What follows belongs to an exercise in optimizing a design on an open flow for small area, a short achievable clock period and few clock cycles per item; a production flow would make more cautious choices.
Function was checked by simulation only, so behaviour that the tests miss may differ from the original.

## build 36
## icc2x_mod
module icc2x_mod (
    input  wire        clk,
    input  wire        rst,
    input  wire        req_valid,
    input  wire        req_cmd,       
    input  wire [63:0] req_word,      
    output wire        req_ready,
    output reg         res_valid,
    output reg  [15:0] cmp_a,
    output reg  [15:0] cmp_b,
    output reg  [15:0] cmp_c,
    output reg  [15:0] prd,
    output reg  [9:0]  db,
    output wire [9:0]  ramp_cur,
    output wire [31:0] ang
);
Size in the first run: roughly 11000 cells after synthesis, ~190 I/O pins, about 94000 µm² of cells after synthesis.
Settings: LEC_CHECK=0, CAP_MARGIN=20, CORE_MARGIN=2, CORE_UTILIZATION=65, SETUP_SLACK_MARGIN=5, SLEW_MARGIN=20, SYNTH_MEMORY_MAX_BITS=32768, TNS_END_PERCENT=0; clock period 10.0 ns.
run.sh (not shown) runs the stock make flow with config.mk's settings and CLKGATE_MAP_FILE= SYNTH_SCRIPT=/design/flow/synth_recipe.tcl, a recipe that flattens the netlist after the stock synthesis.
Build 36 reached the end of the flow, and the finished layout is clean on the timing, design-rule and antenna checks.
Testbench counts of build 36, summed over its fixed seeds: cycles 13,264, ticks 11,259.
What build 70 does differently from build 36 at the input level:
# build 36
export LEC_CHECK = 0
export CAP_MARGIN = 20
export CORE_MARGIN = 2
export CORE_UTILIZATION = 65
export SETUP_SLACK_MARGIN = 5
export SLEW_MARGIN = 20
export SYNTH_MEMORY_MAX_BITS = 32768
export TNS_END_PERCENT = 0
create_clock -name core_clock -period 10.0 [get_ports {clk}]
# build 70
export LEC_CHECK = 0
export CAP_MARGIN = 20
export CORE_MARGIN = 2
export CORE_UTILIZATION = 45
export SETUP_SLACK_MARGIN = 5
export SLEW_MARGIN = 20
export SYNTH_MEMORY_MAX_BITS = 32768
export TNS_END_PERCENT = 5
create_clock -name core_clock -period 10.0 [get_ports {clk}]
[summary]
- ~same multi-input combinational cell count in build 36 and build 70
- Taking build 36 as the reference point, the placer congestion estimate of build 70 falls by about 6%.
- Between build 36 and build 70, the flow reports logic depth of the worst register-to-register path increasing by a few percent.
- Count of buffers not belonging to the clock network in the layout ends up higher on build 70.
### build 70 -> build 85
# build 70
export LEC_CHECK = 0
export CAP_MARGIN = 20
export CORE_MARGIN = 2
export CORE_UTILIZATION = 45
export SETUP_SLACK_MARGIN = 5
export SLEW_MARGIN = 20
export SYNTH_MEMORY_MAX_BITS = 32768
export TNS_END_PERCENT = 5
create_clock -name core_clock -period 10.0 [get_ports {clk}]
# build 85
export LEC_CHECK = 0
export CAP_MARGIN = 20
export CORE_MARGIN = 2
export CORE_UTILIZATION = 55
export SETUP_SLACK_MARGIN = 5
export SLEW_MARGIN = 20
export SYNTH_MEMORY_MAX_BITS = 32768
export TNS_END_PERCENT = 5
create_clock -name core_clock -period 10.0 [get_ports {clk}]
[summary]
Delta (build 85 minus build 70): inserted tap cell count shrank by 570; HPWL after detailed placement shrank by 1.9%.
Relative to build 70, share of layout cells above drive strength 1 has gone up in build 85.
For via density per instance, dividing the value from build 70 by the value from build 85 gives 0.949.
Launching instance or port of the critical path: g_cur[13] -> build 85, g_cur[8] -> build 70
Detailed-route wire length went down slightly going from build 70 to build 85.
Fraction of area in non-clock buffers on build 85 is up relative to build 70.
Looking at largest net degree at the start of global routing, build 85 sits about 10% above build 70.
Setup changes, build 85 to build 21
# build 85
export LEC_CHECK = 0
export CAP_MARGIN = 20
export CORE_MARGIN = 2
export CORE_UTILIZATION = 55
export SETUP_SLACK_MARGIN = 5
export SLEW_MARGIN = 20
export SYNTH_MEMORY_MAX_BITS = 32768
export TNS_END_PERCENT = 5
create_clock -name core_clock -period 10.0 [get_ports {clk}]
# build 21
export LEC_CHECK = 0
export CAP_MARGIN = 20
export CORE_MARGIN = 2
export CORE_UTILIZATION = 55
export PLACE_DENSITY = 0.7
export SETUP_SLACK_MARGIN = 5
export SLEW_MARGIN = 20
export SYNTH_MEMORY_MAX_BITS = 32768
export TNS_END_PERCENT = 0
create_clock -name core_clock -period 10.0 [get_ports {clk}]
## What came out
Vertical extent of the die came out exactly the same in build 85 and build 21.
Build 85 and build 21 ended up with roughly the same fraction of met2 tracks used by global routing.
Build 21 against build 85: post-cts resize count went down; sum of routed wire length over all layers now sits lower; fraction of final layout cells sized beyond drive strength 1 went down by 4.2 points.
On build 21: total buffers and inverters traversed by the critical path is 1 higher than what build 85 gave.
Here is what was changed in the inputs of build 63 compared with build 21.
# build 21
export LEC_CHECK = 0
export CAP_MARGIN = 20
export CORE_MARGIN = 2
export CORE_UTILIZATION = 55
export PLACE_DENSITY = 0.7
export SETUP_SLACK_MARGIN = 5
export SLEW_MARGIN = 20
export SYNTH_MEMORY_MAX_BITS = 32768
export TNS_END_PERCENT = 0
create_clock -name core_clock -period 10.0 [get_ports {clk}]
# build 63
export LEC_CHECK = 0
export CAP_MARGIN = 20
export CORE_MARGIN = 2
export CORE_UTILIZATION = 55
export SETUP_SLACK_MARGIN = 5
export SLEW_MARGIN = 20
export SYNTH_MEMORY_MAX_BITS = 32768
export TNS_END_PERCENT = 0
create_clock -name core_clock -period 10.0 [get_ports {clk}]
[summary]
All of build 63 and build 21 finish clean.
Final cell area: build 63 below build 21
Fraction of layout instances using a drive strength above 1: build 63 < build 21
Build 63 against build 21: multi-input logic portion of the cell area held steady; via total after detailed routing shrank by about 1.2%; routed wire length shrank by 1.6%; non-clock buffer count shrank by 2.5%.
Final critical-path required period delta (build 63 − build 21): unfavourable
Build 63 and build 21 ended up with nearly the same clock latency reported for the late side of the worst-skew pair.
Delta (build 63 minus build 21): number of nets at the end of the flow was more or less identical.
Worst setup path endpoint: bt_a[3] -> build 21, bo_a[6] -> build 63
The via density per instance in build 63 sits 0.074 below the value recorded for build 21.

-- separate check: timing with driven ports --
In the flow no input, the clock included, has a driving cell. The finished layouts below were timed again as built, in two steps.
Step 1: set_driving_cell puts a clkbuf_16 on clk and a buf_2 on each other input, an assumption about the parent block.
Step 2, shift: input delay + t, output delay - t, t = (earliest + latest rising clock arrival at the registers) / 2. This alone moves slack from input paths to output paths.
a / b / c = ideal ports / drivers / drivers and shift; a / b = the first two.
run | t (ns) | setup slack, ns | worst register clock-pin slew, ns | worst data-port slew with drivers (ns) | cell pins on the clock port's net
build 36 | 0.819 | 3.556 / 3.556 / 3.556 | 0.08 / 0.08 | 0.06 | 1
build 70 | 0.845 | 3.532 / 3.532 / 3.532 | 0.07 / 0.07 | 0.07 | 1
build 85 | 0.843 | 3.722 / 3.722 / 3.722 | 0.09 / 0.09 | 0.07 | 1
build 21 | 0.831 | 3.638 / 3.638 / 3.638 | 0.09 / 0.09 | 0.06 | 1
build 63 | 0.825 | 3.627 / 3.627 / 3.627 | 0.07 / 0.07 | 0.06 | 1
After both steps setup and hold are still met in every run listed.
